What follows belongs to an exercise in optimizing a design on an open flow for a short achievable clock period and few clock cycles; a production flow would make more cautious choices.
Only simulation tests tie the RTL to the original design; equivalence was not proved.
Power figures rest on the tool's default switching activity, not on a simulated workload.

## design/flow/design.v

```verilog
module jnr10_core (
    input  wire        clk,
    input  wire        rst,           
    output wire        mem_req,
    output wire        mem_we,
    output wire [15:0] mem_addr,
    output wire [7:0]  mem_wdata,
    input  wire        mem_ready,
    input  wire [7:0]  mem_rdata,
    output wire        halted,
    output wire        faulted,
    output wire [1:0]  fault_kind,    
    output wire [15:0] fault_info,
    input  wire [3:0]  dbg_sel,       
    output reg  [15:0] dbg_data
);
    localparam OP_NOP   = 5'h00, OP_HALT = 5'h01, OP_MOV  = 5'h02, OP_LOAD = 5'h03,
               OP_STORE = 5'h04, OP_ADD  = 5'h05, OP_SUB  = 5'h06, OP_AND  = 5'h07,
               OP_OR    = 5'h08, OP_XOR  = 5'h09, OP_CMP  = 5'h0A, OP_SHL  = 5'h0B,
               OP_SHR   = 5'h0C, OP_JMP  = 5'h0D, OP_JZ   = 5'h0E, OP_JNZ  = 5'h0F,
               OP_JC    = 5'h10, OP_JNC  = 5'h11, OP_JN   = 5'h12, OP_CALL = 5'h13,
               OP_RET   = 5'h14, OP_PUSH = 5'h15, OP_POP  = 5'h16, OP_IN   = 5'h17,
               OP_OUT   = 5'h18;
    localparam FK_ADDR = 2'd1, FK_INV = 2'd2, FK_STACK = 2'd3;
    localparam F0 = 0,    
               F1 = 1,    
               X0 = 2,    
               X1 = 3,    
               P0 = 4,    
               P1 = 5,    
               R0 = 6,    
               R1 = 7,    
               W0 = 8,    
               W1 = 9,    
               NS = 10;
    reg [15:0] regs [0:7];
    reg [15:0] sp;
    reg [15:0] pc;
    reg [3:0]  flags;            
    reg [NS-1:0] st;
    reg        run;              
    reg        hlt, flt;
    reg [1:0]  fkind;
    reg [15:0] finfo;
    reg [15:0] fa;               
    reg        we;
    reg [7:0]  wdata;
    reg [7:0]  wd_hi;            
    reg        chk_ea;           
    reg        chk_io;           
    reg [7:0]  ir_lo;
    reg [7:0]  ir_hi;
    reg [7:0]  wlo;              
    reg [7:0]  dlo;              
    reg [15:0] npc;
    reg [15:0] tgt;              
    reg [7:0]  tlo;              
    reg        tc;               
    reg        ex_v;
    reg [4:0]  ex_op;
    reg [2:0]  ex_rd;
    reg [15:0] ex_a, ex_b;
    wire fa_ffff = &fa;
    wire fa_io   = (fa[15:8] == 8'hF0);
    wire bad     = ((st[F0] | chk_ea) & fa_ffff) | (chk_io & ~fa_io);
    assign mem_req   = run & ~bad;
    assign mem_we    = we;
    assign mem_addr  = fa;
    assign mem_wdata = wdata;
    wire   acc       = mem_ready;    
    assign halted     = hlt;
    assign faulted    = flt;
    assign fault_kind = fkind;
    assign fault_info = finfo;
    always @(*) begin
        if (dbg_sel[3]) begin
            case (dbg_sel[1:0])
                2'd0:    dbg_data = sp;
                2'd1:    dbg_data = pc;
                default: dbg_data = {12'h000, flags};
            endcase
        end else
            dbg_data = regs[dbg_sel[2:0]];
    end
    wire [2:0]  f_rd = ir_lo[7:5];
    wire [2:0]  f_rs = ir_lo[4:2];
    wire [15:0] rdv  = regs[f_rd];
    wire [15:0] rsv  = regs[f_rs];
    wire [15:0] fa_p1 = fa + 16'd1;
    wire [15:0] fa_p3 = fa + 16'd3;
    wire [15:0] sp_m2 = sp - 16'd2;
    wire [15:0] sp_p2 = sp + 16'd2;
    wire        sp_lo_bad = (sp < 16'h1002);
    wire        sp_hi_bad = (sp > 16'h7FFD);
    wire [4:0] dop   = mem_rdata[7:3];
    wire [2:0] dmode = mem_rdata[2:0];
    wire d_m0 = (dmode == 3'd0);
    wire d_m1 = (dmode == 3'd1);
    wire d_aluop = (dop == OP_MOV) || (dop >= OP_ADD && dop <= OP_SHR);
    wire d_nop   = (dop == OP_NOP)  && d_m0;
    wire d_halt  = (dop == OP_HALT) && d_m0;
    wire d_alu0  = d_aluop && d_m0;
    wire d_push  = (dop == OP_PUSH) && d_m0;
    wire d_pop   = ((dop == OP_POP) || (dop == OP_RET)) && d_m0;
    wire d_two   = (d_aluop && d_m1) ||
                   (((dop == OP_LOAD) || (dop == OP_STORE)) && (dmode >= 3'd2) && (dmode <= 3'd4)) ||
                   ((dop >= OP_JMP) && (dop <= OP_CALL) && (dmode == 3'd5)) ||
                   (((dop == OP_IN) || (dop == OP_OUT)) && (dmode >= 3'd2) && (dmode <= 3'd3));
    wire d_legal = d_nop | d_halt | d_alu0 | d_push | d_pop | d_two;
    wire [4:0] op   = ir_hi[7:3];
    wire [2:0] mode = ir_hi[2:0];
    wire is_load  = (op == OP_LOAD);
    wire is_store = (op == OP_STORE);
    wire is_in    = (op == OP_IN);
    wire is_out   = (op == OP_OUT);
    wire is_call  = (op == OP_CALL);
    wire is_ret   = (op == OP_RET);
    wire is_pop   = (op == OP_POP);
    wire is_push  = (op == OP_PUSH);
    wire is_jmp   = (mode == 3'd5) && !is_call;
    wire is_alu1  = (mode == 3'd1);
    reg cond;
    always @(*) begin
        case (op)
            OP_JZ:   cond = flags[0];
            OP_JNZ:  cond = !flags[0];
            OP_JC:   cond = flags[2];
            OP_JNC:  cond = !flags[2];
            OP_JN:   cond = flags[1];
            default: cond = 1'b1;
        endcase
    end
    wire [15:0] base   = (mode == 3'd5) ? npc : rsv;
    wire [8:0]  sum_lo = {1'b0, base[7:0]} + {1'b0, mem_rdata};
    wire [7:0]  sum_hi = base[15:8] + mem_rdata + {7'd0, tc};
    wire [15:0] target = {sum_hi, tlo};
    wire [15:0] wfull  = {mem_rdata, wlo};
    wire [15:0] pfull  = {mem_rdata, dlo};
    wire [15:0] pfull_ir = {mem_rdata, ir_lo};
    reg  [15:0] alu_r;
    reg         alu_c, alu_v;
    reg  [16:0] sum;
    reg  [16:0] shl_t, shr_t;
    always @(*) begin
        alu_r = 16'h0000;
        alu_c = 1'b0;
        alu_v = 1'b0;
        sum   = 17'd0;
        shl_t = 17'd0;
        shr_t = 17'd0;
        case (ex_op)
            OP_ADD: begin
                sum   = {1'b0, ex_a} + {1'b0, ex_b};
                alu_r = sum[15:0];
                alu_c = sum[16];
                alu_v = (ex_a[15] == ex_b[15]) && (alu_r[15] != ex_a[15]);
            end
            OP_SUB, OP_CMP: begin
                sum   = {1'b0, ex_a} - {1'b0, ex_b};
                alu_r = sum[15:0];
                alu_c = sum[16];
                alu_v = (ex_a[15] != ex_b[15]) && (alu_r[15] != ex_a[15]);
            end
            OP_AND: alu_r = ex_a & ex_b;
            OP_OR:  alu_r = ex_a | ex_b;
            OP_XOR: alu_r = ex_a ^ ex_b;
            OP_SHL: begin
                if (ex_b <= 16'd16)
                    shl_t = {1'b0, ex_a} << ex_b[4:0];
                alu_r = shl_t[15:0];
                alu_c = shl_t[16];
            end
            OP_SHR: begin
                if (ex_b <= 16'd16)
                    shr_t = {ex_a, 1'b0} >> ex_b[4:0];
                alu_r = shr_t[16:1];
                alu_c = shr_t[0];
            end
            default: alu_r = ex_b;      
        endcase
    end
    wire ex_wr = ex_v && (ex_op != OP_CMP);
    wire ex_fl = ex_v && (ex_op != OP_MOV);
    reg        ld_wr;
    reg [15:0] ld_val;
    always @(*) begin
        ld_wr  = 1'b0;
        ld_val = pfull;
        if (run && !bad && acc) begin
            if (st[R0] && is_in) begin
                ld_wr  = 1'b1;
                ld_val = {8'h00, mem_rdata};
            end
            if (st[R1] && !is_ret)
                ld_wr = 1'b1;
        end
    end
    integer i;
    always @(posedge clk) begin
        for (i = 0; i < 8; i = i + 1) begin
            if (rst)
                regs[i] <= 16'h0000;
            else if (ex_wr && ex_rd == i)
                regs[i] <= alu_r;
            else if (ld_wr && f_rd == i)
                regs[i] <= ld_val;
        end
        if (rst)
            flags <= 4'h0;
        else if (ex_fl)
            flags <= {alu_v, alu_c, alu_r[15], alu_r == 16'h0000};
    end
    always @(posedge clk) begin
        if (rst) begin
            sp     <= 16'h7FFF;
            pc     <= 16'h8000;
            st     <= {{(NS-1){1'b0}}, 1'b1};
            run    <= 1'b1;
            hlt    <= 1'b0;
            flt    <= 1'b0;
            fkind  <= 2'd0;
            finfo  <= 16'h0000;
            fa     <= 16'h8000;
            we     <= 1'b0;
            wdata  <= 8'h00;
            wd_hi  <= 8'h00;
            chk_ea <= 1'b0;
            chk_io <= 1'b0;
            ir_lo  <= 8'h00;
            ir_hi  <= 8'h00;
            wlo    <= 8'h00;
            dlo    <= 8'h00;
            npc    <= 16'h0000;
            tgt    <= 16'h0000;
            tlo    <= 8'h00;
            tc     <= 1'b0;
            ex_v   <= 1'b0;
            ex_op  <= 5'd0;
            ex_rd  <= 3'd0;
            ex_a   <= 16'h0000;
            ex_b   <= 16'h0000;
        end else begin
            ex_v <= 1'b0;
            if (run && bad) begin
                run    <= 1'b0;
                flt    <= 1'b1;
                fkind  <= FK_ADDR;
                finfo  <= fa;
                if (st[F0])
                    pc <= fa;
            end else if (run && acc) begin
                st     <= {NS{1'b0}};
                chk_ea <= 1'b0;
                chk_io <= 1'b0;
                case (1'b1)
                    st[F0]: begin
                        pc    <= fa;
                        ir_lo <= mem_rdata;
                        fa    <= fa_p1;
                        st[F1] <= 1'b1;
                    end
                    st[F1]: begin
                        ir_hi <= mem_rdata;
                        ex_op <= dop;
                        ex_rd <= f_rd;
                        ex_a  <= rdv;
                        ex_b  <= rsv;
                        npc   <= fa_p1;
                        if (!d_legal) begin
                            run   <= 1'b0;
                            flt   <= 1'b1;
                            fkind <= FK_INV;
                            finfo <= pfull_ir;
                        end else if (d_halt) begin
                            run <= 1'b0;
                            hlt <= 1'b1;
                            pc  <= fa_p1;
                        end else if (d_push) begin
                            if (sp_lo_bad) begin
                                run   <= 1'b0;
                                flt   <= 1'b1;
                                fkind <= FK_STACK;
                                finfo <= sp;
                            end else begin
                                fa    <= sp_m2;
                                we    <= 1'b1;
                                wdata <= rdv[7:0];
                                wd_hi <= rdv[15:8];
                                st[W0] <= 1'b1;
                            end
                        end else if (d_pop) begin
                            if (sp_hi_bad) begin
                                run   <= 1'b0;
                                flt   <= 1'b1;
                                fkind <= FK_STACK;
                                finfo <= sp;
                            end else begin
                                fa    <= sp;
                                st[R0] <= 1'b1;
                            end
                        end else if (d_two) begin
                            if (fa == 16'hFFFE) begin
                                run   <= 1'b0;
                                flt   <= 1'b1;
                                fkind <= FK_ADDR;
                                finfo <= 16'hFFFF;
                            end else begin
                                fa    <= fa_p1;
                                npc   <= fa_p3;
                                st[X0] <= 1'b1;
                            end
                        end else begin           
                            ex_v  <= d_alu0;
                            fa    <= fa_p1;
                            st[F0] <= 1'b1;
                        end
                    end
                    st[X0]: begin
                        wlo   <= mem_rdata;
                        tlo   <= sum_lo[7:0];
                        tc    <= sum_lo[8];
                        fa    <= fa_p1;
                        st[X1] <= 1'b1;
                    end
                    st[X1]: begin
                        ex_op <= op;
                        ex_rd <= f_rd;
                        ex_a  <= rdv;
                        ex_b  <= wfull;
                        wdata <= rdv[7:0];
                        wd_hi <= rdv[15:8];
                        tgt   <= target;
                        if (is_alu1) begin
                            ex_v  <= 1'b1;
                            fa    <= fa_p1;
                            st[F0] <= 1'b1;
                        end else if (is_jmp) begin
                            fa    <= cond ? target : fa_p1;
                            st[F0] <= 1'b1;
                        end else if (is_call) begin
                            if (sp_lo_bad) begin
                                run   <= 1'b0;
                                flt   <= 1'b1;
                                fkind <= FK_STACK;
                                finfo <= sp;
                            end else begin
                                fa    <= sp_m2;
                                we    <= 1'b1;
                                wdata <= npc[7:0];
                                wd_hi <= npc[15:8];
                                st[W0] <= 1'b1;
                            end
                        end else if (mode == 3'd3) begin
                            fa     <= wfull;
                            chk_ea <= 1'b1;
                            st[P0] <= 1'b1;
                        end else begin           
                            fa     <= (mode == 3'd4) ? target : wfull;
                            chk_ea <= is_load | is_store;
                            chk_io <= is_in | is_out;
                            we     <= is_store | is_out;
                            if (is_store | is_out) st[W0] <= 1'b1;
                            else                   st[R0] <= 1'b1;
                        end
                    end
                    st[P0]: begin
                        dlo   <= mem_rdata;
                        fa    <= fa_p1;
                        st[P1] <= 1'b1;
                    end
                    st[P1]: begin
                        fa     <= pfull;
                        chk_ea <= is_load | is_store;
                        chk_io <= is_in | is_out;
                        we     <= is_store | is_out;
                        if (is_store | is_out) st[W0] <= 1'b1;
                        else                   st[R0] <= 1'b1;
                    end
                    st[R0]: begin
                        dlo <= mem_rdata;
                        if (is_in) begin
                            fa    <= npc;
                            st[F0] <= 1'b1;
                        end else begin
                            fa    <= fa_p1;
                            st[R1] <= 1'b1;
                        end
                    end
                    st[R1]: begin
                        if (is_ret) fa <= pfull;
                        else        fa <= npc;
                        if (is_ret | is_pop) sp <= sp_p2;
                        st[F0] <= 1'b1;
                    end
                    st[W0]: begin
                        if (is_out) begin
                            we    <= 1'b0;
                            fa    <= npc;
                            st[F0] <= 1'b1;
                        end else begin
                            fa    <= fa_p1;
                            wdata <= wd_hi;
                            st[W1] <= 1'b1;
                        end
                    end
                    st[W1]: begin
                        we <= 1'b0;
                        if (is_call)      fa <= tgt;
                        else              fa <= npc;
                        if (is_call | is_push) sp <= sp_m2;
                        st[F0] <= 1'b1;
                    end
                    default: ;
                endcase
            end
        end
    end
endmodule
```

## design/flow/run.sh

```bash
#!/bin/bash
# synth_recipe.tcl (not shown) runs the flow's synth.tcl, then flattens the netlist and writes it again
# the make line also repeats each setting of config.mk as NAME=value (left out here)
make -C /OpenROAD-flow-scripts/flow DESIGN_CONFIG=/design/flow/config.mk WORK_HOME=/design/flow/orfs CLKGATE_MAP_FILE= SYNTH_SCRIPT=/design/flow/synth_recipe.tcl finish
```

## design/flow/config.mk

```make
export PLATFORM = sky130hd
export DESIGN_NAME = jnr10_core
export DESIGN_NICKNAME = jnr10_core
export VERILOG_FILES = /design/flow/design.v
export SDC_FILE = /design/flow/constraint.sdc
export NUM_CORES = 4
export LEC_CHECK = 0
export CAP_MARGIN = 20
export CORE_MARGIN = 2
export CORE_UTILIZATION = 40
export PLACE_DENSITY = 0.6
export SLEW_MARGIN = 20
```

## design/flow/constraint.sdc

```tcl
create_clock -name core_clock -period 7.0 [get_ports {clk}]
set_input_delay 1.4000 -clock core_clock [delete_from_list [all_inputs] [get_ports {clk}]]
set_output_delay 1.4000 -clock core_clock [all_outputs]
set_load 0.01 [all_outputs]
```

==> results.py <==
metrics = {
    "outcome": {
        "run_status": "complete, no violations",
    },
    "sta": {
        "fin_crit_ns": 5.924,
        "finalCritPeriodShare": 0.8462,
        "hold_slack_ns": 0.4530,
        "tns_ns": 0,
        "grt_setup_unrepaired": "no",
        "final-setup-viol-count": 0,
        "skew_ns": 0.03165,
        "slew-limit-headroom": 0.1877,
        "finalHoldViolCount": 0,
        "fmax_mhz": 168.8,
        "maxSlewViolCount": 0,
        "tightestPinTransition_ns": 1.218,
    },
    "floorplan": {
        "initial_core_util": 0.4053,
        "die_h_um": 270.8,
        "die_w_um": 270.8,
        "row_count": 97,
        "io_pins": 77,
        "core-area_mm2": 0.07027,
        "die_area_mm2": 0.07335,
    },
    "final_layout": {
        "nets": 3945,
        "drive_gt1_frac": 0.08335,
        "syn_to_final_growth_pct": 9.313,
        "fill_cells": 7249,
    },
    "grt": {
        "grt_max_degree": 100,
        "antenna_found_initial": 6,
        "grt_pass1_vias": 29120,
        "globalRouteTotalUtil": 0.3675,
        "grt_pass1_wl_um": 203400,
        "gr-total-overflow": 0,
    },
    "clock_network": {
        "cts_setup_buffers": 0,
        "postCtsResizedCells": 0,
        "insertion_delay_ns": 0.60,
        "clockBufferDepth": 3,
        "htree_levels": 2,
        "path_clk_slew_ns": 0.06,
        "root_buffer": "clkbuf_16",
        "numCtsBuffers": 41,
        "cts_tree": "yes",
        "cts_sinks": 343,
        "cts_hold_buf": 0,
    },
    "synthesis": {
        "yosys.area.top_type": "dfxtp_1",
        "netlist_area_mm2": 0.02848,
        "synth_fp_nets": 4104,
        "ys_ff_latch": 343,
        "synthCells": 4015,
        "synth_common_cells": "nor2_1 (622), nand2_1 (486), a21oi_1 (360)",
        "synth.area.top_cells": "dfxtp_1 (24%), nor2_1 (8.2%), nand2_1 (6.4%)",
        "synth_edf_count": 0,
        "ys_seq_area_frac": 0.2411,
        "synthArstFlopShare": 0,
        "synthDistinctLibCells": 103,
        "yosysMostFrequentCell": "nor2_1",
        "ys.flop_type": "dfxtp_1",
        "synth_warnings": 2,
        "synth_top_area_frac": 0.2411,
        "synth.avg_cell_area_um2": 7.094,
    },
    "critical_path": {
        "crit_required_ns": 5.60,
        "end_kind": "output port",
        "critical_path_class": "primary input to output port",
        "cp.arrival_ns": 4.52,
        "crit_path_max_fanout": 44,
        "critPathLaunchType": "primary input",
    },
    "routing": {
        "firstDrtPassIters": 9,
        "vias_per_cell": 6.664,
        "drt-total-wl_um": 140000,
        "postRouteAntennaNets": 0,
        "drt_iter0_drc": 4643,
        "drc": 0,
        "wl_per_cell_um": 28.99,
        "num_vias": 32181,
    },
    "power_and_ir_drop": {
        "ir_drop_mv": 0.1714,
        "p_leak_uw": 0.01035,
        "cellPowerDensity_mw_per_mm2": 168.0,
    },
    "place": {
        "numPortBuffers": 76,
        "gp_congestion": 1.032,
        "dpl.hpwl_um": 100500,
    },
    "flow_run": {
        "max_cap_violations": 0,
    },
    "min_path": {
        "min_path_type": "flip-flop to flip-flop",
    },
}
[flip-flops by register name, indices dropped and copies added (netlist names), 16 cells and up]
name / cells
fa: 16
tgt: 16
npc: 16
regs: 128
finfo: 16
pc: 16
ex_a: 16
ex_b: 16
[per-stage QoR]
step	instances	power [uW]	setup WS [ns]	util	area [um^2]
after floorplan	4015	2586	2.411	-	28480
after global placement	4753	2940	1.258	0.4231	29730
after detailed placement	4753	2937	1.142	0.4231	29730
after CTS	4827	5209	1.144	0.4429	31120
after global routing	4827	5359	0.9483	0.4430	31130
final	4829	5232	1.076	0.4431	31130
[logic make-up after synthesis]
group	count (synthesis)	synth area share
mux	215	0.09682
xor+xnor	88	0.02759
simple gates	1508	0.2325
buf+inv	489	0.06691
compound gates	1297	0.3009
flops	343	0.2411
fa+ha+maj	75	0.03418
[path summary, 6_finish.rpt]
path / cells past startpoint / slack (ns) / from / to
max: 8 / 1.08 / dbg_sel[1] / dbg_data[10]
min: 2 / 0.45 / tgt[3] / tgt[3]
max reg2reg: 15 / 1.78 / ir_lo[2] / fa[15]
min reg2reg: 2 / 0.45 / tgt[3] / tgt[3]
[critical path: stages]
cell and delay (ns):
buf_2 0.65, clkinv_1 0.47, nor2_1 0.62, a22oi_1 0.20, o221ai_1 0.21, a21oi_1 0.07, o32ai_1 0.29, clkdlybuf4s50_1 0.58
[cell type report]
cell class / instances / area [um^2] / area share
clock inverters: 16 / 191.4 / 0.006149
inverters: 107 / 401.6 / 0.01290
repair buffers: 180 / 1536 / 0.04935
flip-flops and latches: 343 / 6877 / 0.2209
multi-input cells: 3183 / 19740 / 0.6342
diodes: 2 / 5.005 / 0.0001608
well taps: 940 / 1176 / 0.03778
clock buffers: 58 / 1202 / 0.03862
[cells in the final DEF (no fill, tap or decap), drive strengths merged, types with 33 or more instances in the layout]
master and instances:
nor2 624, nand2 486, a21oi 361, dfxtp 343, o21ai 262, a211oi 173, mux2i 127, buf 107
inv 106, nor3 85, nand3 75, clkdlybuf4s50 73, ha 69, xnor2 59, clkbuf 58, a221oi 56
o211ai 53, o22ai 45, mux2 44, mux4 44, a31oi 33, or3 33
[metal layers]
layer	global-route usage	part of all wire	vias up
li1	-	-	14273
met1	0.4799	0.39	15249
met2	0.5558	0.42	2141
met3	0.06985	0.11	510
met4	0.2313	0.076	8
met5	0	0.00036	-
[power breakdown]
part           switching, uW  internal [uW]  total, uW  leakage, uW
Combinational            626            282        907      0.00689
Clock                    950           1350       2300     0.000695
Sequential              49.9           1980       2030      0.00277
Testbench counts, summed over its fixed seeds: cycles 286,482.

re-timing with driven ports:
The results above use ideal ports. As a check the final layout listed here was re-extracted and re-timed, cells and wires unchanged. Step 1 (the two cells are an assumption about what drives the block):
set clk [get_ports {clk}]
set_driving_cell -lib_cell sky130_fd_sc_hd__clkbuf_16 $clk
set_driving_cell -lib_cell sky130_fd_sc_hd__buf_2 [delete_from_list [all_inputs] $clk]
Step 2 times the ports against the registers' clock, not the clock port: input delays grow and output delays shrink by t, the midpoint of the rising clock arrivals with the driver on. Three values: ideal ports, drivers, drivers and shift; two values: the first two.
t, ns: 0.655
slack for setup (ns): 1.076 / 1.051 / 1.051
hold slack, ns: 0.453 / 0.453 / 0.453
worst register clock-pin slew, ns: 0.07 / 0.07
cell pins on the clock port's net: 1
After both steps setup and hold are still met in this run. For this run, drivers alone change the setup slack by -0.025 ns; drivers and shift together by -0.025 ns.
